Context: an optimization exercise on an open-source flow, tuned for small area and a short achievable clock period. The choices shown serve that exercise and are no tape-out recipe. Only simulation tests tie the RTL to the original design; equivalence was not proved. Power is estimated from default activity; no workload was simulated.

==> design.v <==
module bpu_perceptron (
    input  wire        clk,
    input  wire        rst,           
    input  wire        cmd_valid,
    input  wire [39:0] cmd_word,
    output reg         resp_valid,
    output reg  [2:0]  resp,
    output reg  [1:0]  out_class,
    output wire [15:0] misp_count
);
    localparam [2:0] R_FALSE   = 3'b000;
    localparam [2:0] R_TRUE    = 3'b001;
    localparam [2:0] R_STALLED = 3'b010;
    localparam [2:0] R_ACK     = 3'b011;
    localparam [2:0] R_ERR     = 3'b111;
    localparam [1:0] C_NONE   = 2'b00;
    localparam [1:0] C_STALL  = 2'b01;
    localparam [1:0] C_BRANCH = 2'b10;
    localparam [1:0] C_PASS   = 2'b11;
    reg [111:0] wu_q [0:15];    
    reg [15:0]  par_q;          
    reg [15:0]  ph_q;           
    reg [1:0]   stall_q;
    reg [15:0]  misp_q;
    reg [15:0]  misp_p1_q;      
    reg         rst_q;          
    reg         b_predict, b_update, b_cycle, b_branch, b_taken;
    reg [3:0]   b_row;
    reg [111:0] b_u;            
    reg         b_p;            
    reg [37-1:0] vq;           
    wire [37-1:0] vd;
    wire [11:0] sx, sy;
    wire s1;
    wire c2;
    wire s3;
    wire c4;
    wire s5;
    wire c6;
    wire s7;
    wire c8;
    wire s9;
    wire c10;
    wire s11;
    wire c12;
    wire s13;
    wire c14;
    wire s15;
    wire c16;
    wire s17;
    wire c18;
    wire s19;
    wire c20;
    wire s21;
    wire c22;
    wire s23;
    wire c24;
    wire s25;
    wire c26;
    wire s27;
    wire c28;
    wire s29;
    wire c30;
    wire s31;
    wire c32;
    wire s33;
    wire c34;
    wire s35;
    wire c36;
    wire s37;
    wire c38;
    wire s39;
    wire c40;
    wire s41;
    wire c42;
    wire s43;
    wire c44;
    wire s45;
    wire c46;
    wire s47;
    wire c48;
    wire s49;
    wire c50;
    wire s51;
    wire c52;
    wire s53;
    wire c54;
    wire s55;
    wire c56;
    wire s57;
    wire c58;
    wire s59;
    wire c60;
    wire s61;
    wire c62;
    wire s63;
    wire c64;
    wire s65;
    wire c66;
    wire s67;
    wire c68;
    wire s69;
    wire c70;
    wire s71;
    wire c72;
    wire s73;
    wire c74;
    wire s75;
    wire c76;
    wire s77;
    wire c78;
    wire s79;
    wire c80;
    wire s81;
    wire c82;
    wire s83;
    wire c84;
    wire s85;
    wire c86;
    wire s87;
    wire c88;
    wire s89;
    wire c90;
    wire s91;
    wire c92;
    wire s93;
    wire c94;
    wire s95;
    wire c96;
    wire s97;
    wire c98;
    wire s99;
    wire c100;
    wire s101;
    wire c102;
    wire s103;
    wire c104;
    wire s105;
    wire c106;
    wire s107;
    wire c108;
    wire s109;
    wire c110;
    wire s111;
    wire c112;
    wire s113;
    wire c114;
    wire s115;
    wire c116;
    wire s117;
    wire c118;
    wire s119;
    wire c120;
    wire s121;
    wire c122;
    wire s123;
    wire c124;
    wire s125;
    wire c126;
    wire s127;
    wire c128;
    wire s129;
    wire c130;
    wire s131;
    wire c132;
    wire s133;
    wire c134;
    wire s135;
    wire c136;
    wire s137;
    wire c138;
    wire s139;
    wire c140;
    wire s141;
    wire c142;
    wire s143;
    wire c144;
    wire s145;
    wire c146;
    wire s147;
    wire c148;
    wire s149;
    wire c150;
    wire s151;
    wire c152;
    wire s153;
    wire c154;
    wire s155;
    wire c156;
    wire s157;
    wire c158;
    wire s159;
    wire c160;
    wire s161;
    wire c162;
    wire s163;
    wire c164;
    wire s165;
    wire c166;
    wire s167;
    wire c168;
    wire s169;
    wire c170;
    wire s171;
    wire c172;
    wire s173;
    wire c174;
    wire s175;
    wire c176;
    wire s177;
    wire c178;
    wire s179;
    wire c180;
    wire s181;
    wire c182;
    wire s183;
    wire c184;
    wire s185;
    wire c186;
    wire s187;
    wire c188;
    wire s189;
    wire c190;
    wire s191;
    wire c192;
    wire s193;
    wire c194;
    wire s195;
    wire c196;
    wire s197;
    wire c198;
    wire s199;
    wire c200;
    wire s201;
    wire c202;
    wire s203;
    wire c204;
    wire s205;
    wire c206;
    wire s207;
    wire c208;
    wire s209;
    wire c210;
    wire s211;
    wire c212;
    wire s213;
    wire c214;
    wire s215;
    wire c216;
    assign s179 = vq[0] ^ vq[1];
    assign c180 = vq[0] & vq[1];
    assign s181 = vq[4] ^ vq[5] ^ vq[6];
    assign c182 = (vq[4] & vq[5]) | (vq[4] & vq[6]) | (vq[5] & vq[6]);
    assign s183 = vq[8] ^ vq[9] ^ vq[10];
    assign c184 = (vq[8] & vq[9]) | (vq[8] & vq[10]) | (vq[9] & vq[10]);
    assign s185 = vq[12] ^ vq[13] ^ vq[14];
    assign c186 = (vq[12] & vq[13]) | (vq[12] & vq[14]) | (vq[13] & vq[14]);
    assign s187 = vq[16] ^ vq[17] ^ vq[18];
    assign c188 = (vq[16] & vq[17]) | (vq[16] & vq[18]) | (vq[17] & vq[18]);
    assign s189 = vq[20] ^ vq[21] ^ vq[22];
    assign c190 = (vq[20] & vq[21]) | (vq[20] & vq[22]) | (vq[21] & vq[22]);
    assign s191 = vq[24] ^ vq[25] ^ vq[26];
    assign c192 = (vq[24] & vq[25]) | (vq[24] & vq[26]) | (vq[25] & vq[26]);
    assign s193 = vq[28] ^ vq[29] ^ vq[30];
    assign c194 = (vq[28] & vq[29]) | (vq[28] & vq[30]) | (vq[29] & vq[30]);
    assign s195 = vq[32] ^ vq[33] ^ vq[34];
    assign c196 = (vq[32] & vq[33]) | (vq[32] & vq[34]) | (vq[33] & vq[34]);
    assign s197 = vq[2] ^ vq[3];
    assign c198 = vq[2] & vq[3];
    assign s199 = vq[7] ^ c180 ^ s181;
    assign c200 = (vq[7] & c180) | (vq[7] & s181) | (c180 & s181);
    assign s201 = vq[11] ^ c182 ^ s183;
    assign c202 = (vq[11] & c182) | (vq[11] & s183) | (c182 & s183);
    assign s203 = vq[15] ^ c184 ^ s185;
    assign c204 = (vq[15] & c184) | (vq[15] & s185) | (c184 & s185);
    assign s205 = vq[19] ^ c186 ^ s187;
    assign c206 = (vq[19] & c186) | (vq[19] & s187) | (c186 & s187);
    assign s207 = vq[23] ^ c188 ^ s189;
    assign c208 = (vq[23] & c188) | (vq[23] & s189) | (c188 & s189);
    assign s209 = vq[27] ^ c190 ^ s191;
    assign c210 = (vq[27] & c190) | (vq[27] & s191) | (c190 & s191);
    assign s211 = vq[31] ^ c192 ^ s193;
    assign c212 = (vq[31] & c192) | (vq[31] & s193) | (c192 & s193);
    assign s213 = vq[35] ^ c194 ^ s195;
    assign c214 = (vq[35] & c194) | (vq[35] & s195) | (c194 & s195);
    assign s215 = vq[36] ^ c196;
    assign c216 = vq[36] & c196;
    assign sx = {1'b0, c216, c214, c212, c210, c208, c206, c204, c202, c200, c198, s179};
    assign sy = {1'b0, 1'b0, s215, s213, s211, s209, s207, s205, s203, s201, s199, s197};
    wire [11:0] usum = sx + sy;
    wire pred = usum[11] | usum[10];
    wire stalled   = b_cycle & (stall_q != 2'd0);
    wire do_update = b_update | (b_branch & ~stalled);
    wire wrong     = pred ^ b_taken;
    wire train     = do_update & wrong;
    wire misp      = b_branch & ~stalled & wrong;
    always @* begin
        resp      = R_ERR;
        out_class = C_NONE;
        if (b_predict) begin
            resp = pred ? R_TRUE : R_FALSE;
        end else if (b_update) begin
            resp = R_ACK;
        end else if (b_cycle) begin
            if (stalled) begin
                resp      = R_STALLED;
                out_class = C_STALL;
            end else if (b_branch) begin
                resp      = misp ? R_TRUE : R_FALSE;
                out_class = C_BRANCH;
            end else begin
                resp      = R_FALSE;
                out_class = C_PASS;
            end
        end
    end
    assign misp_count = misp ? misp_p1_q : misp_q;
    reg [111:0] b_trained;
    integer k;
    always @* begin
        for (k = 0; k < 16; k = k + 1) begin
            if (ph_q[k] == b_taken)
                b_trained[k*7 +: 7] = b_u[k*7 +: 7] + {6'd0, b_p};
            else
                b_trained[k*7 +: 7] = b_u[k*7 +: 7] - {6'd0, ~b_p};
        end
    end
    wire [15:0] ph_next = do_update ? {b_taken, ph_q[15:1]} : ph_q;
    wire [7:0] lo    = cmd_word[7:0];
    wire [3:0] row   = cmd_word[11:8];
    wire       taken = lo[4];
    wire is_predict = (lo == 8'h00);
    wire is_update  = ((lo & 8'hEF) == 8'h01);
    wire is_cycle   = ((lo & 8'hE3) == 8'h02);
    wire is_branch  = is_cycle && (lo[3:2] == 2'b00);
    reg [111:0] a_u;
    reg         a_p;
    integer r;
    always @* begin
        a_u = 112'd0;
        a_p = 1'b0;
        for (r = 0; r < 16; r = r + 1) begin
            if (row == r && !(train && b_row == r) && !rst_q) begin
                a_u = a_u | wu_q[r];
                a_p = a_p | par_q[r];
            end
        end
        if (train && row == b_row) begin
            a_u = a_u | b_trained;
            a_p = a_p | ~b_p;
        end
    end
    reg [4:0] nneg;
    integer i;
    always @* begin
        nneg = 5'd0;
        for (i = 0; i < 16; i = i + 1)
            nneg = nneg + {4'd0, ~ph_next[i]};
    end
    wire [4:0] kc = a_p ? 5'd8 : nneg;
    wire [6:0] t0,  t1,  t2,  t3,  t4,  t5,  t6,  t7;
    wire [6:0] t8,  t9,  t10, t11, t12, t13, t14, t15;
    wire [111:0] tt;
    genvar g;
    generate
        for (g = 0; g < 16; g = g + 1) begin : g_term
            assign tt[g*7 +: 7] = {a_u[g*7+6] ^ ph_next[g], a_u[g*7 +: 6] ^ {6{~ph_next[g]}}};
        end
    endgenerate
    assign {t15, t14, t13, t12, t11, t10, t9, t8, t7, t6, t5, t4, t3, t2, t1, t0} = tt;
    assign s1 = t0[0] ^ t1[0] ^ t2[0];
    assign c2 = (t0[0] & t1[0]) | (t0[0] & t2[0]) | (t1[0] & t2[0]);
    assign s3 = t3[0] ^ t4[0] ^ t5[0];
    assign c4 = (t3[0] & t4[0]) | (t3[0] & t5[0]) | (t4[0] & t5[0]);
    assign s5 = t0[1] ^ t1[1] ^ t2[1];
    assign c6 = (t0[1] & t1[1]) | (t0[1] & t2[1]) | (t1[1] & t2[1]);
    assign s7 = t3[1] ^ t4[1] ^ t5[1];
    assign c8 = (t3[1] & t4[1]) | (t3[1] & t5[1]) | (t4[1] & t5[1]);
    assign s9 = t6[1] ^ t7[1] ^ t8[1];
    assign c10 = (t6[1] & t7[1]) | (t6[1] & t8[1]) | (t7[1] & t8[1]);
    assign s11 = t0[2] ^ t1[2] ^ t2[2];
    assign c12 = (t0[2] & t1[2]) | (t0[2] & t2[2]) | (t1[2] & t2[2]);
    assign s13 = t3[2] ^ t4[2] ^ t5[2];
    assign c14 = (t3[2] & t4[2]) | (t3[2] & t5[2]) | (t4[2] & t5[2]);
    assign s15 = t6[2] ^ t7[2] ^ t8[2];
    assign c16 = (t6[2] & t7[2]) | (t6[2] & t8[2]) | (t7[2] & t8[2]);
    assign s17 = t9[2] ^ t10[2];
    assign c18 = t9[2] & t10[2];
    assign s19 = t0[3] ^ t1[3] ^ t2[3];
    assign c20 = (t0[3] & t1[3]) | (t0[3] & t2[3]) | (t1[3] & t2[3]);
    assign s21 = t3[3] ^ t4[3] ^ t5[3];
    assign c22 = (t3[3] & t4[3]) | (t3[3] & t5[3]) | (t4[3] & t5[3]);
    assign s23 = t6[3] ^ t7[3] ^ t8[3];
    assign c24 = (t6[3] & t7[3]) | (t6[3] & t8[3]) | (t7[3] & t8[3]);
    assign s25 = t9[3] ^ t10[3] ^ t11[3];
    assign c26 = (t9[3] & t10[3]) | (t9[3] & t11[3]) | (t10[3] & t11[3]);
    assign s27 = t0[4] ^ t1[4] ^ t2[4];
    assign c28 = (t0[4] & t1[4]) | (t0[4] & t2[4]) | (t1[4] & t2[4]);
    assign s29 = t3[4] ^ t4[4] ^ t5[4];
    assign c30 = (t3[4] & t4[4]) | (t3[4] & t5[4]) | (t4[4] & t5[4]);
    assign s31 = t6[4] ^ t7[4] ^ t8[4];
    assign c32 = (t6[4] & t7[4]) | (t6[4] & t8[4]) | (t7[4] & t8[4]);
    assign s33 = t9[4] ^ t10[4] ^ t11[4];
    assign c34 = (t9[4] & t10[4]) | (t9[4] & t11[4]) | (t10[4] & t11[4]);
    assign s35 = t0[5] ^ t1[5] ^ t2[5];
    assign c36 = (t0[5] & t1[5]) | (t0[5] & t2[5]) | (t1[5] & t2[5]);
    assign s37 = t3[5] ^ t4[5] ^ t5[5];
    assign c38 = (t3[5] & t4[5]) | (t3[5] & t5[5]) | (t4[5] & t5[5]);
    assign s39 = t6[5] ^ t7[5] ^ t8[5];
    assign c40 = (t6[5] & t7[5]) | (t6[5] & t8[5]) | (t7[5] & t8[5]);
    assign s41 = t9[5] ^ t10[5];
    assign c42 = t9[5] & t10[5];
    assign s43 = t0[6] ^ t1[6] ^ t2[6];
    assign c44 = (t0[6] & t1[6]) | (t0[6] & t2[6]) | (t1[6] & t2[6]);
    assign s45 = t3[6] ^ t4[6] ^ t5[6];
    assign c46 = (t3[6] & t4[6]) | (t3[6] & t5[6]) | (t4[6] & t5[6]);
    assign s47 = t6[6] ^ t7[6] ^ t8[6];
    assign c48 = (t6[6] & t7[6]) | (t6[6] & t8[6]) | (t7[6] & t8[6]);
    assign s49 = t9[6] ^ t10[6];
    assign c50 = t9[6] & t10[6];
    assign s51 = t6[0] ^ t7[0] ^ t8[0];
    assign c52 = (t6[0] & t7[0]) | (t6[0] & t8[0]) | (t7[0] & t8[0]);
    assign s53 = t9[0] ^ t10[0] ^ t11[0];
    assign c54 = (t9[0] & t10[0]) | (t9[0] & t11[0]) | (t10[0] & t11[0]);
    assign s55 = t9[1] ^ t10[1] ^ t11[1];
    assign c56 = (t9[1] & t10[1]) | (t9[1] & t11[1]) | (t10[1] & t11[1]);
    assign s57 = t12[1] ^ t13[1] ^ t14[1];
    assign c58 = (t12[1] & t13[1]) | (t12[1] & t14[1]) | (t13[1] & t14[1]);
    assign s59 = t15[1] ^ kc[1] ^ c2;
    assign c60 = (t15[1] & kc[1]) | (t15[1] & c2) | (kc[1] & c2);
    assign s61 = t11[2] ^ t12[2] ^ t13[2];
    assign c62 = (t11[2] & t12[2]) | (t11[2] & t13[2]) | (t12[2] & t13[2]);
    assign s63 = t14[2] ^ t15[2] ^ kc[2];
    assign c64 = (t14[2] & t15[2]) | (t14[2] & kc[2]) | (t15[2] & kc[2]);
    assign s65 = c6 ^ c8 ^ c10;
    assign c66 = (c6 & c8) | (c6 & c10) | (c8 & c10);
    assign s67 = s11 ^ s13;
    assign c68 = s11 & s13;
    assign s69 = t12[3] ^ t13[3] ^ t14[3];
    assign c70 = (t12[3] & t13[3]) | (t12[3] & t14[3]) | (t13[3] & t14[3]);
    assign s71 = t15[3] ^ kc[3] ^ c12;
    assign c72 = (t15[3] & kc[3]) | (t15[3] & c12) | (kc[3] & c12);
    assign s73 = c14 ^ c16 ^ c18;
    assign c74 = (c14 & c16) | (c14 & c18) | (c16 & c18);
    assign s75 = s19 ^ s21 ^ s23;
    assign c76 = (s19 & s21) | (s19 & s23) | (s21 & s23);
    assign s77 = t12[4] ^ t13[4] ^ t14[4];
    assign c78 = (t12[4] & t13[4]) | (t12[4] & t14[4]) | (t13[4] & t14[4]);
    assign s79 = t15[4] ^ kc[4] ^ c20;
    assign c80 = (t15[4] & kc[4]) | (t15[4] & c20) | (kc[4] & c20);
    assign s81 = c22 ^ c24 ^ c26;
    assign c82 = (c22 & c24) | (c22 & c26) | (c24 & c26);
    assign s83 = s27 ^ s29 ^ s31;
    assign c84 = (s27 & s29) | (s27 & s31) | (s29 & s31);
    assign s85 = t11[5] ^ t12[5] ^ t13[5];
    assign c86 = (t11[5] & t12[5]) | (t11[5] & t13[5]) | (t12[5] & t13[5]);
    assign s87 = t14[5] ^ t15[5] ^ c28;
    assign c88 = (t14[5] & t15[5]) | (t14[5] & c28) | (t15[5] & c28);
    assign s89 = c30 ^ c32 ^ c34;
    assign c90 = (c30 & c32) | (c30 & c34) | (c32 & c34);
    assign s91 = s35 ^ s37 ^ s39;
    assign c92 = (s35 & s37) | (s35 & s39) | (s37 & s39);
    assign s93 = t11[6] ^ t12[6] ^ t13[6];
    assign c94 = (t11[6] & t12[6]) | (t11[6] & t13[6]) | (t12[6] & t13[6]);
    assign s95 = t14[6] ^ t15[6] ^ c36;
    assign c96 = (t14[6] & t15[6]) | (t14[6] & c36) | (t15[6] & c36);
    assign s97 = c38 ^ c40 ^ c42;
    assign c98 = (c38 & c40) | (c38 & c42) | (c40 & c42);
    assign s99 = s43 ^ s45 ^ s47;
    assign c100 = (s43 & s45) | (s43 & s47) | (s45 & s47);
    assign s101 = t12[0] ^ t13[0] ^ t14[0];
    assign c102 = (t12[0] & t13[0]) | (t12[0] & t14[0]) | (t13[0] & t14[0]);
    assign s103 = t15[0] ^ kc[0];
    assign c104 = t15[0] & kc[0];
    assign s105 = c4 ^ s5 ^ s7;
    assign c106 = (c4 & s5) | (c4 & s7) | (s5 & s7);
    assign s107 = s9 ^ c52 ^ c54;
    assign c108 = (s9 & c52) | (s9 & c54) | (c52 & c54);
    assign s109 = s55 ^ s57;
    assign c110 = s55 & s57;
    assign s111 = s15 ^ s17 ^ c56;
    assign c112 = (s15 & s17) | (s15 & c56) | (s17 & c56);
    assign s113 = c58 ^ c60 ^ s61;
    assign c114 = (c58 & c60) | (c58 & s61) | (c60 & s61);
    assign s115 = s63 ^ s65 ^ s67;
    assign c116 = (s63 & s65) | (s63 & s67) | (s65 & s67);
    assign s117 = s25 ^ c62 ^ c64;
    assign c118 = (s25 & c62) | (s25 & c64) | (c62 & c64);
    assign s119 = c66 ^ c68 ^ s69;
    assign c120 = (c66 & c68) | (c66 & s69) | (c68 & s69);
    assign s121 = s71 ^ s73 ^ s75;
    assign c122 = (s71 & s73) | (s71 & s75) | (s73 & s75);
    assign s123 = s33 ^ c70 ^ c72;
    assign c124 = (s33 & c70) | (s33 & c72) | (c70 & c72);
    assign s125 = c74 ^ c76 ^ s77;
    assign c126 = (c74 & c76) | (c74 & s77) | (c76 & s77);
    assign s127 = s79 ^ s81 ^ s83;
    assign c128 = (s79 & s81) | (s79 & s83) | (s81 & s83);
    assign s129 = s41 ^ c78 ^ c80;
    assign c130 = (s41 & c78) | (s41 & c80) | (c78 & c80);
    assign s131 = c82 ^ c84 ^ s85;
    assign c132 = (c82 & c84) | (c82 & s85) | (c84 & s85);
    assign s133 = s87 ^ s89 ^ s91;
    assign c134 = (s87 & s89) | (s87 & s91) | (s89 & s91);
    assign s135 = s49 ^ c86 ^ c88;
    assign c136 = (s49 & c86) | (s49 & c88) | (c86 & c88);
    assign s137 = c90 ^ c92 ^ s93;
    assign c138 = (c90 & c92) | (c90 & s93) | (c92 & s93);
    assign s139 = s95 ^ s97 ^ s99;
    assign c140 = (s95 & s97) | (s95 & s99) | (s97 & s99);
    assign s141 = c44 ^ c46 ^ c48;
    assign c142 = (c44 & c46) | (c44 & c48) | (c46 & c48);
    assign s143 = c50 ^ c94 ^ c96;
    assign c144 = (c50 & c94) | (c50 & c96) | (c94 & c96);
    assign s145 = c98 ^ c100;
    assign c146 = c98 & c100;
    assign s147 = s1 ^ s3 ^ s51;
    assign c148 = (s1 & s3) | (s1 & s51) | (s3 & s51);
    assign s149 = s59 ^ c102 ^ c104;
    assign c150 = (s59 & c102) | (s59 & c104) | (c102 & c104);
    assign s151 = s105 ^ s107;
    assign c152 = s105 & s107;
    assign s153 = c106 ^ c108 ^ c110;
    assign c154 = (c106 & c108) | (c106 & c110) | (c108 & c110);
    assign s155 = s111 ^ s113 ^ s115;
    assign c156 = (s111 & s113) | (s111 & s115) | (s113 & s115);
    assign s157 = c112 ^ c114 ^ c116;
    assign c158 = (c112 & c114) | (c112 & c116) | (c114 & c116);
    assign s159 = s117 ^ s119 ^ s121;
    assign c160 = (s117 & s119) | (s117 & s121) | (s119 & s121);
    assign s161 = c118 ^ c120 ^ c122;
    assign c162 = (c118 & c120) | (c118 & c122) | (c120 & c122);
    assign s163 = s123 ^ s125 ^ s127;
    assign c164 = (s123 & s125) | (s123 & s127) | (s125 & s127);
    assign s165 = c124 ^ c126 ^ c128;
    assign c166 = (c124 & c126) | (c124 & c128) | (c126 & c128);
    assign s167 = s129 ^ s131 ^ s133;
    assign c168 = (s129 & s131) | (s129 & s133) | (s131 & s133);
    assign s169 = c130 ^ c132 ^ c134;
    assign c170 = (c130 & c132) | (c130 & c134) | (c132 & c134);
    assign s171 = s135 ^ s137 ^ s139;
    assign c172 = (s135 & s137) | (s135 & s139) | (s137 & s139);
    assign s173 = c136 ^ c138 ^ c140;
    assign c174 = (c136 & c138) | (c136 & c140) | (c138 & c140);
    assign s175 = s141 ^ s143 ^ s145;
    assign c176 = (s141 & s143) | (s141 & s145) | (s143 & s145);
    assign s177 = c142 ^ c144;
    assign c178 = c142 & c144;
    assign vd = {c178, s177, c176, c174, c146, s175, s173, c172, c170, s171, s169, c168, c166, s167, s165, c164, c162, s163, s161, c160, c158, s159, s157, c156, c154, s155, s153, c152, c150, s151, s149, c148, s109, s147, s103, s101, s53};
    wire [111:0] w_data = rst_q ? 112'd0 : b_trained;
    wire         p_data = ~rst_q & ~b_p;
    integer q;
    always @(posedge clk) begin
        for (q = 0; q < 16; q = q + 1) begin
            if (rst_q || (train && b_row == q)) begin
                wu_q[q]  <= w_data;
                par_q[q] <= p_data;
            end
        end
    end
    always @(posedge clk) begin
        b_u   <= a_u;
        b_p   <= a_p;
        vq    <= vd;
        b_row <= row;
        b_taken <= taken;
        rst_q <= rst;
        if (rst) begin
            ph_q       <= 16'd0;
            stall_q    <= 2'd0;
            misp_q     <= 16'd0;
            misp_p1_q  <= 16'd1;
            resp_valid <= 1'b0;
            b_predict  <= 1'b0;
            b_update   <= 1'b0;
            b_cycle    <= 1'b0;
            b_branch   <= 1'b0;
        end else begin
            ph_q    <= ph_next;
            if (misp) begin
                misp_q    <= misp_p1_q;
                misp_p1_q <= misp_p1_q + 16'd1;
            end
            if (stalled)
                stall_q <= stall_q - 2'd1;
            else if (misp)
                stall_q <= 2'd2;
            resp_valid <= cmd_valid;
            b_predict  <= cmd_valid & is_predict;
            b_update   <= cmd_valid & is_update;
            b_cycle    <= cmd_valid & is_cycle;
            b_branch   <= cmd_valid & is_branch;
        end
    end
endmodule
==> run.sh <==
#!/bin/bash
# synth_recipe.tcl (not shown) runs the flow's synth.tcl, then flattens the netlist and writes it again
# the make line also repeats each setting of config.mk as NAME=value (left out here)
make -C /OpenROAD-flow-scripts/flow DESIGN_CONFIG=/design/flow/config.mk WORK_HOME=/design/flow/orfs CLKGATE_MAP_FILE= SYNTH_SCRIPT=/design/flow/synth_recipe.tcl finish
==> config.mk <==
export PLATFORM = sky130hd
export DESIGN_NAME = bpu_perceptron
export DESIGN_NICKNAME = bpu_perceptron
export VERILOG_FILES = /design/flow/design.v
export SDC_FILE = /design/flow/constraint.sdc
export NUM_CORES = 4
export LEC_CHECK = 0
export CAP_MARGIN = 20
export CORE_MARGIN = 2
export CORE_UTILIZATION = 40
export PLACE_DENSITY = 0.6
export SLEW_MARGIN = 20
==> constraint.sdc <==
create_clock -name core_clock -period 20.0 [get_ports {clk}]
set_input_delay 4.0000 -clock core_clock [delete_from_list [all_inputs] [get_ports {clk}]]
set_output_delay 4.0000 -clock core_clock [all_outputs]
set_load 0.01 [all_outputs]
==> out/qor.txt, run 1 <==
outcome -> timing/DRC/antenna clean
Crit. End Element -> flip-flop
Fin Setup TNS -> 0 ns
Tmin final -> 10.04 ns
fin crit share -> 0.502
synthesis-to-finish area growth -> 12.8%
final core utilization -> 0.454
IO Port Bufs -> 36
Ports -> 65
M1 GR Usage -> 0.319
commonest non-fill, non-tap cells in the layout -> 1808 x edfxtp_1, 735 x a22oi_1, 209 x dfxtp_1
Syn Std Cell Area -> 79500 µm²
CTS root buffer -> clkbuf_16
Setup-failing EPs final -> 0
dpl ws -> 9.23 ns
max-cap check violation count -> 0
Initial Utilization -> 0.403
Routed WL -> 234 mm
DIE WIDTH -> 450 µm
met3 Resource Use GR -> 0.0351
CP cell instances -> clkdlybuf4s50_1 > and2_1 > buf_4 > nand2_1 > nor3_4 > buf_4 > buf_4 > buf_4 > a22oi_1 > and3_1 > nand4_1 > xnor2_1 > fa_1 > inv_1 > fa_1 > fa_1 > inv_1 > fa_1
first-pass GRT wire length -> 333 mm
Max FO, Critical Path -> 37
max-slew violations -> 0
Die ar. -> 202000 µm²
Post-Syn Instances -> 4865
Lkg Pwr -> 32.4 nW
Yosys reg bits -> 2019
routability cong. -> 0.861
Die H -> 450 µm
CP Class -> input port to flip-flop
post-CTS setup buffers -> 0
EDFF count, synth -> 1808
initial antenna violation count -> 4
overall routing resource usage -> 0.227
vias per cell -> 5.89
TritonCTS clock tree -> built
First-pass DRT Iterations -> 6
cell area power density -> 122 nW/µm²
DPL Wire Length -> 119 mm
hold path depth -> 2
commonest non-fill, non-tap cell in the layout -> edfxtp_1
Routed WL per cell -> 30.1 µm
row count -> 163
CTS Sinks -> 2019
Fmax -> 0.0996 GHz
Slowest-stage cell, CP -> buf_4
Setup crit start kind -> input port
Hold Path Class -> flip-flop to flip-flop
asr flop ratio synth -> 0
Antenna Nets Post-Route -> 0
Final Skew -> 0.0367 ns
Main synth FF type -> edfxtp_1
Post-Syn Area per Cell -> 16.3 µm²
hold_buf cts -> 0
H-tree Lvls -> 4
Arrival @ worst endpoint -> 10.76 ns
synth unique cells -> 58
grt total ovfl -> 0
Max transition margin -> 0.218
drt initial violations -> 6474
met2 global-route usage -> 0.368
drt drc -> 0
Yosys warnings -> 2
post-cts resize count -> 0
Worst-Margin Slew -> 1.17 ns
worst-case reg-to-reg path depth -> 23
layout net count -> 5275
CP Data Required Time -> 20.72 ns
share of layout cells above drive strength 1 -> 0.0923
Peak VDD IR -> 0.147 mV
flop2flop setup slack -> 10.97 ns
core area -> 197000 µm²
GRT busiest layer -> met2
Reg clk slew, reported paths -> 0.06 ns
vias in the first global route -> 45.0k
Largest delay share family, worst path -> buffers and inverters
max incr delay on CP -> 0.75 ns
total CTS buffers -> 201
Syn Nets -> 5170
sequential-to-total area share from yosys stat -> 0.736
Worst path depth -> 18
RSZ-0062 raised after global routing -> false
largest net degree at the start of global routing -> 105
clock buffer depth -> 3
final hold vios -> 0
# fillers -> 17.2k
via count -> 45.8k
buffers plus inverters on the worst setup path -> 7
Final WS setup -> 9.96 ns
Clk Latency, worst-skew pair -> 0.86 ns
[sequential cells by signal (all words and copies together) (netlist names)]
register and cells:
b_branch 1, b_cycle 1, b_p 1, b_predict 1
b_row 4, b_taken 1, b_u 112, b_update 1
misp_p1_q 16, misp_q 16, par_q 16, ph_q 16
resp_valid 1, rst_q 1, stall_q 2, vq 37
wu_q 1792
[metal layers]
| metal | vias to the layer above | wire length, µm | share of wire |
|---|---|---|---|
| met5 | - | 0 | 0 |
| met4 | 0 | 5540 | 0.024 |
| met3 | 346 | 20800 | 0.089 |
| met2 | 2372 | 112000 | 0.48 |
| met1 | 23700 | 96100 | 0.41 |
| li1 | 19400 | - | - |
[through the flow]
step           total power, W  cell area [µm²]  std cells  hold WS, ns
3_5_place_dp          0.00728            83200       7407        0.510
3_3_place_gp          0.00723            83200       7407        0.500
4_1_cts                0.0110            89700       7784        0.521
5_1_grt                0.0114            89700       7784        0.572
2_1_floorplan         0.00673            79500       4865        0.468
6_report               0.0109            89700       7785        0.521
[cells in the mapped netlist (101+ instances only)]
cell      instances  area share
ha_1            140       0.022
dfxtp_1         211       0.053
fa_1            122       0.031
inv_1           193      0.0091
nand3_1         167       0.011
nor2b_1         104      0.0082
a222oi_1        101       0.013
xnor2_1         197       0.022
a22oi_1         735       0.069
nand2_1         183      0.0086
edfxtp_1       1808        0.68
clkbuf_1        112      0.0053
[path summary, 6_finish.rpt]
path | start | end
hold reg to reg | misp_p1_q[12]$_SDFFE_PP0P_ | misp_p1_q[12]$_SDFFE_PP0P_
setup reg to reg | vq[32]$_DFF_P_ | vq[27]$_DFF_P_
hold / removal | misp_p1_q[12]$_SDFFE_PP0P_ | misp_p1_q[12]$_SDFFE_PP0P_
setup / recovery | cmd_word[10] | vq[27]$_DFF_P_
[area by class of cell]
type	count	area, µm²	area share
Antenna cell	1	2.50	0.0000279
Inverter	193	724	0.00808
Timing Repair Buffer	146	1260	0.0140
Clock buffer	267	5430	0.0605
Sequential cell	2019	58500	0.652
Multi-Input combinational cell	2409	19400	0.216
Tap cell	2640	3300	0.0368
Clock inverter	110	1070	0.0119
[logic make-up (layout without fill, tap and decap cells)]
logic type               Yosys count  after routing  share of synthesized area
AND/OR/NAND/NOR                  819            819                     0.0564
buffers and inverters            437            716                     0.0225
AO/OA/AOI/OAI                   1052           1052                      0.101
XOR/XNOR                         244            244                     0.0269
adder cells (fa/ha/maj)          262            262                     0.0528
multiplexers                      32             32                    0.00428
flip-flops                      2019           2019                      0.736
other                              0              1                          0
[report_power, final]
part	switching (W)	internal (W)	leakage [nW]	total (W)
logic	0.00113	0.000482	9.03	0.00161
registers	0.000164	0.00545	20.2	0.00561
clock network	0.00161	0.00212	3.14	0.00373
total	0.00290	0.00805	32.4	0.0109
[tightest hold or removal path, cell delays in order (launching register included)]
cell     delay [ns]
dfxtp_1        0.33
o21ai_0        0.08
a21oi_1        0.06
==> inputs of run 2 (changes only) <==
--- a/design.v
+++ b/design.v
@@ -30,4 +30,4 @@
     reg         b_p;            
-    reg [37-1:0] vq;           
-    wire [37-1:0] vd;
+    reg [29-1:0] vq;           
+    wire [29-1:0] vd;
     wire [11:0] sx, sy;
@@ -249,41 +249,23 @@
     wire c216;
-    assign s179 = vq[0] ^ vq[1];
-    assign c180 = vq[0] & vq[1];
-    assign s181 = vq[4] ^ vq[5] ^ vq[6];
-    assign c182 = (vq[4] & vq[5]) | (vq[4] & vq[6]) | (vq[5] & vq[6]);
-    assign s183 = vq[8] ^ vq[9] ^ vq[10];
-    assign c184 = (vq[8] & vq[9]) | (vq[8] & vq[10]) | (vq[9] & vq[10]);
-    assign s185 = vq[12] ^ vq[13] ^ vq[14];
-    assign c186 = (vq[12] & vq[13]) | (vq[12] & vq[14]) | (vq[13] & vq[14]);
-    assign s187 = vq[16] ^ vq[17] ^ vq[18];
-    assign c188 = (vq[16] & vq[17]) | (vq[16] & vq[18]) | (vq[17] & vq[18]);
-    assign s189 = vq[20] ^ vq[21] ^ vq[22];
-    assign c190 = (vq[20] & vq[21]) | (vq[20] & vq[22]) | (vq[21] & vq[22]);
-    assign s191 = vq[24] ^ vq[25] ^ vq[26];
-    assign c192 = (vq[24] & vq[25]) | (vq[24] & vq[26]) | (vq[25] & vq[26]);
-    assign s193 = vq[28] ^ vq[29] ^ vq[30];
-    assign c194 = (vq[28] & vq[29]) | (vq[28] & vq[30]) | (vq[29] & vq[30]);
-    assign s195 = vq[32] ^ vq[33] ^ vq[34];
-    assign c196 = (vq[32] & vq[33]) | (vq[32] & vq[34]) | (vq[33] & vq[34]);
-    assign s197 = vq[2] ^ vq[3];
-    assign c198 = vq[2] & vq[3];
-    assign s199 = vq[7] ^ c180 ^ s181;
-    assign c200 = (vq[7] & c180) | (vq[7] & s181) | (c180 & s181);
-    assign s201 = vq[11] ^ c182 ^ s183;
-    assign c202 = (vq[11] & c182) | (vq[11] & s183) | (c182 & s183);
-    assign s203 = vq[15] ^ c184 ^ s185;
-    assign c204 = (vq[15] & c184) | (vq[15] & s185) | (c184 & s185);
-    assign s205 = vq[19] ^ c186 ^ s187;
-    assign c206 = (vq[19] & c186) | (vq[19] & s187) | (c186 & s187);
-    assign s207 = vq[23] ^ c188 ^ s189;
-    assign c208 = (vq[23] & c188) | (vq[23] & s189) | (c188 & s189);
-    assign s209 = vq[27] ^ c190 ^ s191;
-    assign c210 = (vq[27] & c190) | (vq[27] & s191) | (c190 & s191);
-    assign s211 = vq[31] ^ c192 ^ s193;
-    assign c212 = (vq[31] & c192) | (vq[31] & s193) | (c192 & s193);
-    assign s213 = vq[35] ^ c194 ^ s195;
-    assign c214 = (vq[35] & c194) | (vq[35] & s195) | (c194 & s195);
-    assign s215 = vq[36] ^ c196;
-    assign c216 = vq[36] & c196;
-    assign sx = {1'b0, c216, c214, c212, c210, c208, c206, c204, c202, c200, c198, s179};
+    assign s197 = vq[0] ^ vq[1];
+    assign c198 = vq[0] & vq[1];
+    assign s199 = vq[3] ^ vq[4] ^ vq[5];
+    assign c200 = (vq[3] & vq[4]) | (vq[3] & vq[5]) | (vq[4] & vq[5]);
+    assign s201 = vq[6] ^ vq[7] ^ vq[8];
+    assign c202 = (vq[6] & vq[7]) | (vq[6] & vq[8]) | (vq[7] & vq[8]);
+    assign s203 = vq[9] ^ vq[10] ^ vq[11];
+    assign c204 = (vq[9] & vq[10]) | (vq[9] & vq[11]) | (vq[10] & vq[11]);
+    assign s205 = vq[12] ^ vq[13] ^ vq[14];
+    assign c206 = (vq[12] & vq[13]) | (vq[12] & vq[14]) | (vq[13] & vq[14]);
+    assign s207 = vq[15] ^ vq[16] ^ vq[17];
+    assign c208 = (vq[15] & vq[16]) | (vq[15] & vq[17]) | (vq[16] & vq[17]);
+    assign s209 = vq[18] ^ vq[19] ^ vq[20];
+    assign c210 = (vq[18] & vq[19]) | (vq[18] & vq[20]) | (vq[19] & vq[20]);
+    assign s211 = vq[21] ^ vq[22] ^ vq[23];
+    assign c212 = (vq[21] & vq[22]) | (vq[21] & vq[23]) | (vq[22] & vq[23]);
+    assign s213 = vq[24] ^ vq[25] ^ vq[26];
+    assign c214 = (vq[24] & vq[25]) | (vq[24] & vq[26]) | (vq[25] & vq[26]);
+    assign s215 = vq[27] ^ vq[28];
+    assign c216 = vq[27] & vq[28];
+    assign sx = {1'b0, c216, c214, c212, c210, c208, c206, c204, c202, c200, c198, vq[2]};
     assign sy = {1'b0, 1'b0, s215, s213, s211, s209, s207, s205, s203, s201, s199, s197};
@@ -548,3 +530,21 @@
     assign c178 = c142 & c144;
-    assign vd = {c178, s177, c176, c174, c146, s175, s173, c172, c170, s171, s169, c168, c166, s167, s165, c164, c162, s163, s161, c160, c158, s159, s157, c156, c154, s155, s153, c152, c150, s151, s149, c148, s109, s147, s103, s101, s53};
+    assign s179 = s53 ^ s101;
+    assign c180 = s53 & s101;
+    assign s181 = s109 ^ c148 ^ s149;
+    assign c182 = (s109 & c148) | (s109 & s149) | (c148 & s149);
+    assign s183 = c150 ^ c152 ^ s153;
+    assign c184 = (c150 & c152) | (c150 & s153) | (c152 & s153);
+    assign s185 = c154 ^ c156 ^ s157;
+    assign c186 = (c154 & c156) | (c154 & s157) | (c156 & s157);
+    assign s187 = c158 ^ c160 ^ s161;
+    assign c188 = (c158 & c160) | (c158 & s161) | (c160 & s161);
+    assign s189 = c162 ^ c164 ^ s165;
+    assign c190 = (c162 & c164) | (c162 & s165) | (c164 & s165);
+    assign s191 = c166 ^ c168 ^ s169;
+    assign c192 = (c166 & c168) | (c166 & s169) | (c168 & s169);
+    assign s193 = c170 ^ c172 ^ s173;
+    assign c194 = (c170 & c172) | (c170 & s173) | (c172 & s173);
+    assign s195 = c146 ^ c174 ^ c176;
+    assign c196 = (c146 & c174) | (c146 & c176) | (c174 & c176);
+    assign vd = {c196, c178, s195, c194, s177, s193, c192, s175, s191, c190, s171, s189, c188, s167, s187, c186, s163, s185, c184, s159, s183, c182, s155, s181, c180, s151, s179, s147, s103};
     wire [111:0] w_data = rst_q ? 112'd0 : b_trained;
==> flow/run.sh (new file) <==
#!/bin/bash
set -euo pipefail
bash standard.sh SETUP_SLACK_MARGIN=13 finish > flow_make.log 2>&1
==> standard.sh (new file) <==
#!/bin/bash
# synth_recipe.tcl (not shown) runs the flow's synth.tcl, then flattens the netlist and writes it again
# the make line also repeats each setting of config.mk as NAME=value (left out here)
make -C /OpenROAD-flow-scripts/flow DESIGN_CONFIG=/design/flow/config.mk WORK_HOME=/design/flow/orfs CLKGATE_MAP_FILE= SYNTH_SCRIPT=/design/flow/synth_recipe.tcl "${@:-finish}"
removed: run.sh
==> run 2 against run 1 <==
Wire length increased by 14%. Die area is 0.71% lower. Combinational power is 3% higher. Via count is 6.3% higher. Count of clock-buffer cells in the layout shrank 8. Clock power grew 3%. Flip-flop and latch count shrank 8. Synthesized cell count down 2.0%. Area after synthesis shrank 0.72%. Maximum frequency rose by 26%. Critical path depth shrank 5. Utilization up 3.1 points. Largest power group unchanged.
==> out/qor.txt, run 2 <==
TritonCTS clock tree -> built (unchanged)
final hold vios -> 0 (unchanged)
Yosys reg bits -> 2011 (was 2019)
Placed Area -> 82900 µm² (was 83200 µm²)
outcome -> timing/DRC/antenna clean (unchanged)
core area -> 197000 µm² (about the same)
Inst Count DP -> 7296 (was 7407)
max incr delay on CP -> 0.58 ns (was 0.75 ns)
DPL Wire Length -> 116 mm (was 119 mm)
DIE WIDTH -> 448 µm (was 450 µm)
commonest non-fill, non-tap cell in the layout -> edfxtp_1 (unchanged)
leading area contributor after synthesis -> edfxtp_1 (unchanged)
max-slew violations -> 0 (unchanged)
row count -> 163 (unchanged)
non-filler cells in the finished layout -> 7968 (was 7785)
routability cong. -> 0.842 (was 0.861)
vias in the first global route -> 46.9k (was 45.0k)
sequential-to-total area share from yosys stat -> 0.739 (was 0.736)
Post-Synth XOR/XNOR Area -> 0.0271 (was 0.0269)
Lkg Pwr -> 34.7 nW (was 32.4 nW)
Largest delay share family, worst path -> adder cells (was buffers and inverters)
Die H -> 448 µm (was 450 µm)
CP Data Required Time -> 16.00 ns (was 20.72 ns)
total CTS buffers -> 199 (was 201)
synth cell count leaders -> 1808 x edfxtp_1, 575 x a22oi_1, 203 x dfxtp_1 (was 1808 x edfxtp_1, 735 x a22oi_1, 211 x dfxtp_1)
cell area power density -> 116 nW/µm² (was 122 nW/µm²)
synth unique cells -> 56 (was 58)
Area contributors post-synth -> edfxtp_1 69%, a22oi_1 5.5%, dfxtp_1 5.1%, fa_1 3.1%, ha_1 2.2% (was edfxtp_1 68%, a22oi_1 6.9%, dfxtp_1 5.3%, fa_1 3.1%, ha_1 2.2%)
buffers plus inverters on the worst setup path -> 5 (was 7)
Setup crit start kind -> flip-flop (was input port)
Finished Cell Area -> 95500 µm² (was 89700 µm²)
Worst path depth -> 13 (was 18)
drt drc -> 0 (unchanged)
Hold Path Class -> flip-flop to flip-flop (unchanged)
Fmax -> 0.125 GHz (was 0.0996 GHz)
Main synth FF type -> edfxtp_1 (unchanged)
max-cap check violation count -> 0 (unchanged)
Ports -> 65 (unchanged)
First-pass DRT Iterations -> 8 (was 6)
Crit. End Element -> primary output (was flip-flop)
hold path depth -> 2 (unchanged)
Die ar. -> 201000 µm² (was 202000 µm²)
initial antenna violation count -> 11 (was 4)
Reg with most FFs -> wu_q (unchanged)
CTS Sinks -> 2011 (was 2019)
Arrival @ worst endpoint -> 4.00 ns (was 10.76 ns)
CP Class -> flip-flop to primary output (was input port to flip-flop)
cell mode on critical path -> buf_6
max FFs per register -> 1792 (unchanged)
largest net degree at the start of global routing -> 100 (was 105)
layout net count -> 5453 (was 5275)
Max FO, Critical Path -> 7 (was 37)
Synth top area share -> 0.688 (was 0.683)
via count -> 48.7k (was 45.8k)
biggest regs -> wu_q (1792), b_u (112), vq (29) (was wu_q (1792), b_u (112), vq (37))
Peak VDD IR -> 0.0741 mV (was 0.147 mV)
vias per cell -> 6.12 (was 5.89)
share of layout cells above drive strength 1 -> 0.189 (was 0.0923)
flop2flop setup slack -> 12.42 ns (was 10.97 ns)
overall routing resource usage -> 0.264 (was 0.227)
synthesis-to-finish area growth -> 21.0% (was 12.8%)
Setup-failing EPs final -> 0 (unchanged)
largest family of logic cells by synthesized area -> compound AO/OA/AOI/OAI gates (unchanged)
Adder-Cell Fraction of Synth Area -> 0.0531 (was 0.0528)
Post-Syn Area per Cell -> 16.6 µm² (was 16.3 µm²)
Syn Nets -> 5072 (was 5170)
CTS root buffer -> clkbuf_16 (unchanged)
Hold Worst Slack -> 0.527 ns (was 0.521 ns)
Syn Std Cell Area -> 78900 µm² (was 79500 µm²)
most frequent cell after synthesis -> edfxtp_1 (unchanged)
Slowest-stage cell, CP -> fa_1 (was buf_4)
worst-case reg-to-reg path depth -> 24 (was 23)
clock buffer depth -> 3 (unchanged)
Routed WL -> 268 mm (was 234 mm)
EDFF count, synth -> 1808 (unchanged)
H-tree Lvls -> 4 (unchanged)
Worst-Margin Slew -> 1.20 ns (was 1.17 ns)
RSZ-0062 raised after global routing -> true (was false)
Clk Latency, worst-skew pair -> 0.87 ns (was 0.86 ns)
hold_buf cts -> 0 (unchanged)
compound-gate portion of the synthesized area -> 0.102 (was 0.101)
IO Port Bufs -> 36 (unchanged)
commonest non-fill, non-tap cells in the layout -> 1808 x edfxtp_1, 560 x a22oi_1, 203 x buf_4 (was 1808 x edfxtp_1, 735 x a22oi_1, 209 x dfxtp_1)
grt total ovfl -> 0 (unchanged)
Final Skew -> 0.0313 ns (was 0.0367 ns)
Yosys warnings -> 2 (unchanged)
first-pass GRT wire length -> 371 mm (was 333 mm)
Post-Syn Instances -> 4767 (was 4865)
Initial Utilization -> 0.401 (was 0.403)
fin crit share -> 0.400 (was 0.502)
Tmin final -> 8.00 ns (was 10.04 ns)
CP cell instances -> fa_1 > ha_4 > a21o_1 > a2111oi_4 > buf_4 > o31ai_4 > buf_6 > o21ai_4 > nor3b_4 > buf_6 > buf_16 > mux2_4 > buf_6 (was clkdlybuf4s50_1 > and2_1 > buf_4 > nand2_1 > nor3_4 > buf_4 > buf_4 > buf_4 > a22oi_1 > and3_1 > nand4_1 > xnor2_1 > fa_1 > inv_1 > fa_1 > fa_1 > inv_1 > fa_1)
Routed WL per cell -> 33.6 µm (was 30.1 µm)
asr flop ratio synth -> 0 (unchanged)
mux cell area share after synthesis -> 0.00417 (was 0.00428)
Reg clk slew, reported paths -> 0.06 ns (about the same)
Fin Setup TNS -> 0 ns (unchanged)
Max transition margin -> 0.198 (was 0.218)
Antenna Nets Post-Route -> 0 (unchanged)
drt initial violations -> 8403 (was 6474)
final total power -> 0.0111 W (was 0.0109 W)
simple-gate area share of the yosys netlist -> 0.0519 (was 0.0564)
==> run 2: cell types whose count changed after synthesis, sizes merged, moves of 19 or more <==
| cell | previous run | this run |
|---|---|---|
| nand4 | 19 | 71 |
| buf | 132 | 106 |
| a221oi | 10 | 74 |
| nand3 | 168 | 130 |
| a222oi | 101 | 122 |
| a22o | 19 | 70 |
| a22oi | 735 | 575 |
| or4 | 24 | 5 |
| nand2 | 183 | 126 |
| clkbuf | 112 | 139 |
==> run 2: cells by family (layout without fill, tap and decap cells) <==
kind of cell    after synthesis  in the layout
flops                      2011           2011
compound gates             1031           1031
simple gates                763            775
buf+inv                     425            971
fa+ha+maj                   262            262
xor+xnor                    244            244
mux                          31             31
other cells                   0              3
==> run 2: layout make-up <==
cell class | count | area, µm²
Timing Repair Buffer | 413 | 5850
Fill cell | 16200 | 101000
Clock inverter | 119 | 1300
Clock buffer | 259 | 5400
Antenna cell | 3 | 7.51
Multi-Input combinational cell | 2343 | 20600
Sequential cell | 2011 | 58400
Tap cell | 2640 | 3300
Inverter | 180 | 676
==> run 2: worst paths after layout <==
kind	end	from
setup / recovery	misp_count[13]	vq[26]$_DFF_P_
setup reg to reg	vq[11]$_DFF_P_	stall_q[0]$_SDFFE_PP0P_
hold reg to reg	misp_p1_q[15]$_SDFFE_PP0P_	misp_p1_q[15]$_SDFFE_PP0P_
hold / removal	misp_p1_q[15]$_SDFFE_PP0P_	misp_p1_q[15]$_SDFFE_PP0P_
==> run 2: metal layers <==
metal | vias up | wire length, µm | global-route usage
met5 | - | 23 | 0
met1 | 25000 | 102000 | 0.361
met4 | 4 | 10800 | 0.0973
met2 | 3372 | 124000 | 0.419
met3 | 585 | 31500 | 0.0536
li1 | 19800 | - | -
==> run 2: what timing repair did <==
action,4_1_cts,5_1_grt
gates resized for setup,520,46
endpoints found under the setup margin,84,40
pin swaps,200,53
setup buffers,206,19
cloned,64,1
==> run 2: through the flow <==
step / setup slack, ns / util
final: 12.00 / 0.485
after global routing: 11.87 / 0.485
after CTS: 11.98 / 0.483
after detailed placement: 9.12 / 0.421
after global placement: 9.08 / 0.421
after floorplan: 11.91 / -
==> run 2: worst min-delay path: stages, from the launching register on <==
cell	delay, ns
dfxtp_1	0.34
xor2_1	0.07
nor2_1	0.08
==> run 2: power by group <==
| part | switching, W | leakage (nW) | internal, W |
|---|---|---|---|
| clock | 0.00164 | 3.27 | 0.00221 |
| combinational | 0.00109 | 11.3 | 0.000575 |
| sequential | 0.000177 | 20.1 | 0.00543 |
==> inputs of run 3 (changes only) <==
--- a/design.v
+++ b/design.v
@@ -26,3 +26,3 @@
     reg         rst_q;          
-    reg         b_predict, b_update, b_cycle, b_branch, b_taken;
+    reg         b_predict, b_update, b_cycle, b_branch, b_illegal, b_taken;
     reg [3:0]   b_row;
@@ -279,5 +279,7 @@
     always @* begin
-        resp      = R_ERR;
+        resp      = R_FALSE;
         out_class = C_NONE;
-        if (b_predict) begin
+        if (b_illegal) begin
+            resp = R_ERR;
+        end else if (b_predict) begin
             resp = pred ? R_TRUE : R_FALSE;
@@ -298,3 +300,6 @@
     end
-    assign misp_count = misp ? misp_p1_q : misp_q;
+    wire        br_live = b_branch & ~stalled;
+    wire [15:0] mc_p1 = (br_live & ~b_taken) ? misp_p1_q : misp_q;
+    wire [15:0] mc_p0 = (br_live &  b_taken) ? misp_p1_q : misp_q;
+    assign misp_count = pred ? mc_p1 : mc_p0;
     reg [111:0] b_trained;
@@ -577,2 +582,3 @@
             b_branch   <= 1'b0;
+            b_illegal  <= 1'b0;
         end else begin
@@ -592,2 +598,3 @@
             b_branch   <= cmd_valid & is_branch;
+            b_illegal  <= cmd_valid & ~(is_predict | is_update | is_cycle);
         end
==> flow/run.sh (replaced) <==
#!/bin/bash
set -euo pipefail
bash standard.sh SETUP_SLACK_MARGIN=13 CTS_CLUSTER_SIZE=25 CTS_CLUSTER_DIAMETER=100 finish > flow_make.log 2>&1
==> run 3 against run 2 <==
Still clean. Utilization down 2.3 points. Global-route usage down 0.58 points. Combinational power about the same. Die area up 0.50%. Clock power down 42%. Design area down 4.5%. Register-to-register slack worse by 0.15 ns. Setup slack better by 0.068 ns. Clock skew up 0.0070 ns. Flip-flop and latch count up 1. Critical endpoint is now vq[14]$_DFF_P_.
==> out/qor.txt, run 3 <==
cell area power density -> 104 nW/µm² (was 116 nW/µm²)
Area contributors post-synth -> edfxtp_1 68%, dfxtp_1 5.1%, a22oi_1 4.9%, fa_1 3.1%, ha_1 2.2% (was edfxtp_1 69%, a22oi_1 5.5%, dfxtp_1 5.1%, fa_1 3.1%, ha_1 2.2%)
Synth top area share -> 0.684 (was 0.688)
Hold Worst Slack -> 0.511 ns (was 0.527 ns)
Clk pwr share -> 0.234 (was 0.346)
leading area contributor after synthesis -> edfxtp_1 (unchanged)
Arrival @ worst endpoint -> 8.58 ns (was 4.00 ns)
Sw Pwr -> 0.00255 W (was 0.00291 W)
clock buffer depth -> 3 (unchanged)
Yosys reg bits -> 2012 (was 2011)
Tmin final -> 7.93 ns (was 8.00 ns)
Clk Latency, worst-skew pair -> 0.77 ns (was 0.87 ns)
commonest non-fill, non-tap cells in the layout -> 1808 x edfxtp_1, 503 x a22oi_1, 200 x dfxtp_1 (was 1808 x edfxtp_1, 560 x a22oi_1, 203 x buf_4)
DPL Wire Length -> 115 mm (was 116 mm)
vias per cell -> 6.21 (was 6.12)
Post-Syn Instances -> 4761 (was 4767)
most frequent cell after synthesis -> edfxtp_1 (unchanged)
grt total ovfl -> 0 (unchanged)
H-tree Lvls -> 3 (was 4)
Hold Path Class -> flip-flop to flip-flop (unchanged)
Reg clk slew, reported paths -> 0.10 ns (was 0.06 ns)
core area -> 197000 µm² (about the same)
Antenna Nets Post-Route -> 0 (unchanged)
total CTS buffers -> 91 (was 199)
CTS Sinks -> 2012 (was 2011)
Inst Count DP -> 7292 (was 7296)
Syn Std Cell Area -> 79300 µm² (was 78900 µm²)
routability cong. -> 0.825 (was 0.842)
max incr delay on CP -> 0.54 ns (was 0.58 ns)
Routed WL per cell -> 35.0 µm (was 33.6 µm)
via count -> 47.9k (was 48.7k)
synth unique cells -> 65 (was 56)
asr flop ratio synth -> 0 (unchanged)
Die H -> 449 µm (was 448 µm)
EDFF count, synth -> 1808 (unchanged)
Ports -> 65 (unchanged)
drt initial violations -> 8120 (was 8403)
synth cell count leaders -> 1808 x edfxtp_1, 514 x a22oi_1, 204 x dfxtp_1 (was 1808 x edfxtp_1, 575 x a22oi_1, 203 x dfxtp_1)
switching part of the total -> 0.269 (was 0.261)
Slowest-stage cell, CP -> fa_1 (unchanged)
combinational power share -> 0.176 (was 0.150)
CP Class -> input port to flip-flop (was flip-flop to primary output)
vias in the first global route -> 45.5k (was 46.9k)
max-slew violations -> 0 (unchanged)
initial antenna violation count -> 17 (was 11)
Reg with most FFs -> wu_q (unchanged)
layout net count -> 5289 (was 5453)
overall routing resource usage -> 0.259 (was 0.264)
Syn Nets -> 5066 (was 5072)
synthesis-to-finish area growth -> 15.0% (was 21.0%)
max-cap check violation count -> 0 (unchanged)
largest net degree at the start of global routing -> 99 (was 100)
Max FO, Critical Path -> 11 (was 7)
Peak VDD IR -> 0.0710 mV (was 0.0741 mV)
Setup crit start kind -> input port (was flip-flop)
outcome -> timing/DRC/antenna clean (unchanged)
Yosys warnings -> 2 (unchanged)
Setup-failing EPs final -> 0 (unchanged)
max FFs per register -> 1792 (unchanged)
Routed WL -> 269 mm (was 268 mm)
Final Skew -> 0.0382 ns (was 0.0313 ns)
# fillers -> 16.6k (was 16.2k)
CP Data Required Time -> 20.65 ns (was 16.00 ns)
commonest non-fill, non-tap cell in the layout -> edfxtp_1 (unchanged)
DIE WIDTH -> 449 µm (was 448 µm)
sequential share of power -> 0.590 (was 0.504)
row count -> 163 (unchanged)
buffers plus inverters on the worst setup path -> 5 (unchanged)
IO Port Bufs -> 36 (unchanged)
RSZ-0062 raised after global routing -> true (unchanged)
Post-Syn Area per Cell -> 16.7 µm² (was 16.6 µm²)
Fmax -> 0.126 GHz (was 0.125 GHz)
share of layout cells above drive strength 1 -> 0.145 (was 0.189)
sequential-to-total area share from yosys stat -> 0.736 (was 0.739)
Worst-Margin Slew -> 1.21 ns (was 1.20 ns)
drt drc -> 0 (unchanged)
final hold vios -> 0 (unchanged)
Lkg Pwr -> 32.7 nW (was 34.7 nW)
Main synth FF type -> edfxtp_1 (unchanged)
flop2flop setup slack -> 12.27 ns (was 12.42 ns)
Fin Setup TNS -> 0 ns (unchanged)
Initial Utilization -> 0.402 (was 0.401)
Crit. End Element -> flip-flop (was primary output)
biggest regs -> wu_q (1792), b_u (112), vq (29) (unchanged)
CTS root buffer -> clkbuf_16 (unchanged)
First-pass DRT Iterations -> 9 (was 8)
Largest delay share family, worst path -> adder cells (unchanged)
CP cell instances -> buf_12 > nor2b_4 > and2_4 > buf_12 > and3_4 > buf_16 > buf_12 > a222oi_1 > nand4_1 > a2111o_1 > xnor2_1 > fa_2 > fa_1 > fa_2 > fa_1 > inv_1 > fa_1 (was fa_1 > ha_4 > a21o_1 > a2111oi_4 > buf_4 > o31ai_4 > buf_6 > o21ai_4 > nor3b_4 > buf_6 > buf_16 > mux2_4 > buf_6)
non-filler cells in the finished layout -> 7708 (was 7968)
Max transition margin -> 0.190 (was 0.198)
Internal -> 0.00693 W (was 0.00821 W)
Die ar. -> 202000 µm² (was 201000 µm²)
first-pass GRT wire length -> 367 mm (was 371 mm)
fin crit share -> 0.396 (was 0.400)
TritonCTS clock tree -> built (unchanged)
## run 3: cell types whose count changed after synthesis, sizes merged, moves of 15 or more
cell | previous run | this run
a22oi | 575 | 514
or3 | 80 | 48
and3 | 49 | 28
nand3b | 2 | 23
a222oi | 122 | 141
nand2 | 126 | 108
and4 | 13 | 29
mux2i | 16 | 32
a21o | 20 | 35
## run 3: worst paths after layout
kind,to,startpoint,cells past startpoint
min reg2reg,misp_p1_q[12]$_SDFFE_PP0P_,misp_p1_q[12]$_SDFFE_PP0P_,2
min,misp_p1_q[12]$_SDFFE_PP0P_,misp_p1_q[12]$_SDFFE_PP0P_,2
max,vq[14]$_DFF_P_,cmd_word[10],17
max reg2reg,vq[11]$_DFF_P_,stall_q[0]$_SDFFE_PP0P_,21
## run 3: power groups by stage
stage               Sequential (W)  Clock (W)  Combinational, W
floorplan                  0.00564          0          0.000962
global placement           0.00566          0           0.00142
detailed placement         0.00569          0           0.00144
CTS                        0.00559    0.00222           0.00161
global route               0.00565    0.00235           0.00182
finish                     0.00560    0.00222           0.00167
## run 3: stage by stage
step | power (W) | area [µm²] | utilization | setup slack [ns]
floorplan | 0.00660 | 79900 | - | 11.82
global placement | 0.00707 | 83200 | 0.422 | 9.31
detailed placement | 0.00712 | 83200 | 0.422 | 9.33
CTS | 0.00942 | 90400 | 0.458 | 12.16
global route | 0.00982 | 91200 | 0.462 | 12.01
finish | 0.00949 | 91200 | 0.463 | 12.07
## run 3: cell families after synthesis
kind of cell | count (synthesis) | synth area share
fa+ha+maj | 262 | 0.0529
xor+xnor | 243 | 0.0269
buf+inv | 431 | 0.0231
mux | 48 | 0.00656
compound gates | 1015 | 0.102
flops | 2012 | 0.736
simple gates | 750 | 0.0524
## run 3: final cells by class
cell class / instances / area, µm² / share of cell area
Sequential cell: 2012 / 58400 / 0.640
Clock buffer: 162 / 2650 / 0.0290
Tap cell: 2640 / 3300 / 0.0362
Antenna cell: 10 / 25.0 / 0.000274
Multi-Input combinational cell: 2322 / 20600 / 0.225
Inverter: 180 / 676 / 0.00741
Timing Repair Buffer: 377 / 5580 / 0.0612
Clock inverter: 5 / 48.8 / 0.000535
## run 3: per-layer routing
layer,share of wire,global-route usage,vias to the layer above
li1,-,-,19300
met1,0.39,0.364,25000
met2,0.45,0.398,3114
met3,0.12,0.0516,431
met4,0.037,0.0935,8
met5,0.00019,0,-
## run 3: timing repair
item                       in CTS  in global routing
hold buffers                    0                  0
pin swaps                     121                 85
gates cloned                   57                  6
setup endpoints to repair      64                 40
gates resized for setup       432                 80
setup buffers                 149                 27
## run 3: worst register-to-register path, delay by kind of cell, from the launching register on
kind,cells,cell delay [ns]
buffers and inverters,5,1.03
muxes,1,0.72
adders and majority gates,11,4.99
AOI/OAI and AO/OA,1,0.16
and+or+nand+nor,2,0.31
xor gates and xnor gates,1,0.14
DFF,1,0.32
==> inputs of run 4 (changes only) <==
--- a/design.v
+++ b/design.v
@@ -22,2 +22,3 @@
     reg [15:0]  ph_q;           
+    reg [4:0]   nneg_q;         
     reg [1:0]   stall_q;
@@ -339,9 +340,4 @@
     end
-    reg [4:0] nneg;
-    integer i;
-    always @* begin
-        nneg = 5'd0;
-        for (i = 0; i < 16; i = i + 1)
-            nneg = nneg + {4'd0, ~ph_next[i]};
-    end
+    wire [4:0] nneg_sh = nneg_q + {4'd0, ~b_taken} - {4'd0, ~ph_q[0]};
+    wire [4:0] nneg    = do_update ? nneg_sh : nneg_q;
     wire [4:0] kc = a_p ? 5'd8 : nneg;
@@ -574,2 +570,3 @@
             ph_q       <= 16'd0;
+            nneg_q     <= 5'd16;
             stall_q    <= 2'd0;
@@ -585,2 +582,3 @@
             ph_q    <= ph_next;
+            nneg_q  <= nneg;
             if (misp) begin
==> run 4 against run 3 <==
Still clean on timing, DRC and antenna. Die area fell by 0.19%. Synthesized cell count fell by 0.95%. Wire length rose by 1.7%. Clock power barely moved. Clock skew rose by 0.020 ns. Sequential share of layout area fell by 0.60 points. Via count rose by 1.7%. Register-to-register slack improved by 0.07 ns. Area after synthesis fell by 0.19%. Critical endpoint is now vq[23]$_DFF_P_. Largest power group unchanged.
==> out/qor.txt, run 4 <==
Routed WL -> 274 mm (was 269 mm)
Reg clk slew, reported paths -> 0.10 ns (about the same)
drt drc -> 0 (unchanged)
clock buffer depth -> 3 (unchanged)
Syn Std Cell Area -> 79200 µm² (was 79300 µm²)
Antenna Nets Post-Route -> 0 (unchanged)
CP Class -> input port to flip-flop (unchanged)
Hold Path Class -> flip-flop to flip-flop (unchanged)
outcome -> timing/DRC/antenna clean (unchanged)
First-pass DRT Iterations -> 8 (was 9)
commonest non-fill, non-tap cells in the layout -> 1808 x edfxtp_1, 410 x a22oi_1, 215 x buf_4 (was 1808 x edfxtp_1, 503 x a22oi_1, 200 x dfxtp_1)
Placed Area -> 83000 µm² (was 83200 µm²)
vias per cell -> 6.29 (was 6.21)
Setup crit start kind -> input port (unchanged)
final core utilization -> 0.468 (was 0.463)
DR WL met2 -> 124 mm (was 122 mm)
via count -> 48.7k (was 47.9k)
Initial Utilization -> 0.402 (about the same)
initial antenna violation count -> 9 (was 17)
DIE WIDTH -> 449 µm (about the same)
Fin Setup TNS -> 0 ns (unchanged)
Arrival @ worst endpoint -> 8.73 ns (was 8.58 ns)
cell mode on critical path -> fa_2
Setup-failing EPs final -> 0 (unchanged)
EDFF count, synth -> 1808 (unchanged)
Crit. End Element -> flip-flop (unchanged)
Die H -> 449 µm (about the same)
Lkg Pwr -> 32.5 nW (was 32.7 nW)
Worst-Margin Slew -> 1.16 ns (was 1.21 ns)
H-tree Lvls -> 3 (unchanged)
top layer in use -> met5 (unchanged)
hold path start -> misp_p1_q[12]$_SDFFE_PP0P_ (unchanged)
Main synth FF type -> edfxtp_1 (unchanged)
Slowest-stage cell, CP -> or4_4 (was fa_1)
final hold vios -> 0 (unchanged)
largest family of logic cells by synthesized area -> compound AO/OA/AOI/OAI gates (unchanged)
Clk Latency, worst-skew pair -> 0.78 ns (was 0.77 ns)
grt total ovfl -> 0 (unchanged)
most frequent cell after synthesis -> edfxtp_1 (unchanged)
row count -> 163 (unchanged)
Synth top area share -> 0.686 (was 0.684)
CP Data Required Time -> 20.65 ns (about the same)
mux cell area share after synthesis -> 0.00480 (was 0.00656)
Tmin final -> 8.08 ns (was 7.93 ns)
max FFs per register -> 1792 (unchanged)
Max FO, Critical Path -> 5 (was 11)
Reg with most FFs -> wu_q (unchanged)
commonest non-fill, non-tap cell in the layout -> edfxtp_1 (unchanged)
hold_buf cts -> 0 (unchanged)
Die ar. -> 202000 µm² (about the same)
compound-gate portion of the synthesized area -> 0.108 (was 0.102)
Post-Syn Area per Cell -> 16.8 µm² (was 16.7 µm²)
CTS Sinks -> 2017 (was 2012)
synth cell count leaders -> 1808 x edfxtp_1, 415 x a22oi_1, 209 x dfxtp_1 (was 1808 x edfxtp_1, 514 x a22oi_1, 204 x dfxtp_1)
Final Skew -> 0.0584 ns (was 0.0382 ns)
Yosys warnings -> 2 (unchanged)
RSZ-0062 raised after global routing -> true (unchanged)
FF-to-FF Start -> vq[26]$_DFF_P_ (was stall_q[0]$_SDFFE_PP0P_)
CP startpoint -> cmd_word[9] (was cmd_word[10])
drt initial violations -> 8853 (was 8120)
Adder-Cell Fraction of Synth Area -> 0.0507 (was 0.0529)
Yosys reg bits -> 2017 (was 2012)
Routed WL per cell -> 35.4 µm (was 35.0 µm)
share of layout cells above drive strength 1 -> 0.173 (was 0.145)
Fmax -> 0.124 GHz (was 0.126 GHz)
simple-gate area share of the yosys netlist -> 0.0484 (was 0.0524)
leading area contributor after synthesis -> edfxtp_1 (unchanged)
max-cap check violation count -> 0 (unchanged)
core area -> 197000 µm² (about the same)
DPL Wire Length -> 115 mm (about the same)
IO Port Bufs -> 36 (unchanged)
CP cell instances -> buf_12 > clkinv_8 > nor3_4 > nand2_2 > nor3_4 > buf_6 > buf_16 > buf_16 > a22o_1 > a221o_1 > or4_4 > xnor2_4 > fa_1 > inv_2 > fa_2 > fa_2 > fa_2 > inv_2 > fa_2 (was buf_12 > nor2b_4 > and2_4 > buf_12 > and3_4 > buf_16 > buf_12 > a222oi_1 > nand4_1 > a2111o_1 > xnor2_1 > fa_2 > fa_1 > fa_2 > fa_1 > inv_1 > fa_1)
Post-Syn Instances -> 4716 (was 4761)
total CTS buffers -> 92 (was 91)
WL met1 -> 105 mm (about the same)
TritonCTS clock tree -> built (unchanged)
Syn Nets -> 5012 (was 5066)
max incr delay on CP -> 0.63 ns (was 0.54 ns)
max-slew violations -> 0 (unchanged)
routability cong. -> 0.819 (was 0.825)
Area contributors post-synth -> edfxtp_1 69%, dfxtp_1 5.3%, a22oi_1 3.9%, fa_1 2.9%, ha_1 2.2% (was edfxtp_1 68%, dfxtp_1 5.1%, a22oi_1 4.9%, fa_1 3.1%, ha_1 2.2%)
layout net count -> 5318 (was 5289)
biggest regs -> wu_q (1792), b_u (112), vq (29) (unchanged)
CTS root buffer -> clkbuf_16 (unchanged)
metal3 WL -> 33.3 mm (was 32.0 mm)
Ports -> 65 (unchanged)
synth unique cells -> 67 (was 65)
asr flop ratio synth -> 0 (unchanged)
cell area power density -> 104 nW/µm² (about the same)
first-pass GRT wire length -> 372 mm (was 367 mm)
overall routing resource usage -> 0.263 (was 0.259)
fin crit share -> 0.404 (was 0.396)
vias in the first global route -> 45.7k (was 45.5k)
Post-Synth XOR/XNOR Area -> 0.0267 (was 0.0269)
Peak VDD IR -> 0.0760 mV (was 0.0710 mV)
Finished Cell Area -> 92200 µm² (was 91200 µm²)
synthesis-to-finish area growth -> 16.5% (was 15.0%)
Max transition margin -> 0.227 (was 0.190)
largest net degree at the start of global routing -> 78 (was 99)
sequential-to-total area share from yosys stat -> 0.739 (was 0.736)
==> run 4: cell types whose count changed after synthesis, sizes merged, moves of 33 or more <==
cell	previous run	this run
a221o	2	42
a221oi	79	126
a222oi	141	104
a22o	84	149
a22oi	514	416
buf	102	175
clkbuf	149	74
nand3	121	67
nor2b	113	79
o21ai	3	36
==> run 4: worst max-delay path: cells and delay by family <==
family | cells | cell delay (ns)
adder cells (fa/ha/maj) | 5 | 2.45
AND/OR/NAND/NOR | 4 | 0.85
AO/OA/AOI/OAI | 2 | 0.48
buffers and inverters | 7 | 0.74
XOR/XNOR | 1 | 0.18
==> run 4: power breakdown <==
part           internal, W  switching [W]
clock             0.000915        0.00132
sequential         0.00541       0.000174
combinational     0.000610        0.00113
total              0.00694        0.00263
==> run 4: worst paths after layout <==
path,end,slack [ns],cells past startpoint
max,vq[23]$_DFF_P_,11.92,19
min,misp_p1_q[12]$_SDFFE_PP0P_,0.51,2
max reg2reg,vq[23]$_DFF_P_,12.34,22
min reg2reg,misp_p1_q[12]$_SDFFE_PP0P_,0.51,2
==> run 4: stage by stage <==
step / worst slack [ns] / total power, W / hold slack (ns) / std cells
finish: 11.92 / 0.00957 / 0.511 / 7745
CTS: 11.93 / 0.00949 / 0.508 / 7692
global route: 11.88 / 0.00989 / 0.548 / 7741
global placement: 9.10 / 0.00710 / 0.476 / 7240
detailed placement: 9.10 / 0.00715 / 0.483 / 7240
floorplan: 11.85 / 0.00661 / 0.460 / 4716
==> run 4: area by class of cell <==
type	count	area, µm²
diodes	5	12.5
multi-input cells	2294	20500
clock buffers	162	2630
flip-flops and latches	2017	58500
fillers	16700	105000
repair buffers	456	6570
inverters	161	619
clock inverters	10	114
well taps	2640	3300
==> run 4: what timing repair did <==
action / in CTS / in global routing
pin swaps: 166 / 72
setup buffers: 210 / 41
cloned: 70 / 4
setup endpoints to repair: 90 / 42
resized for setup: 503 / 72
==> run 4: metal layers <==
layer	up-vias	GRT usage
met1	25400	0.370
met4	8	0.0965
li1	19400	-
met3	490	0.0474
met2	3347	0.408
met5	-	0
==> run 4: kinds of logic after synthesis <==
family / count (synthesis)
simple gates: 690
xor+xnor: 241
flops: 2017
buf+inv: 410
compound gates: 1069
mux: 36
fa+ha+maj: 253
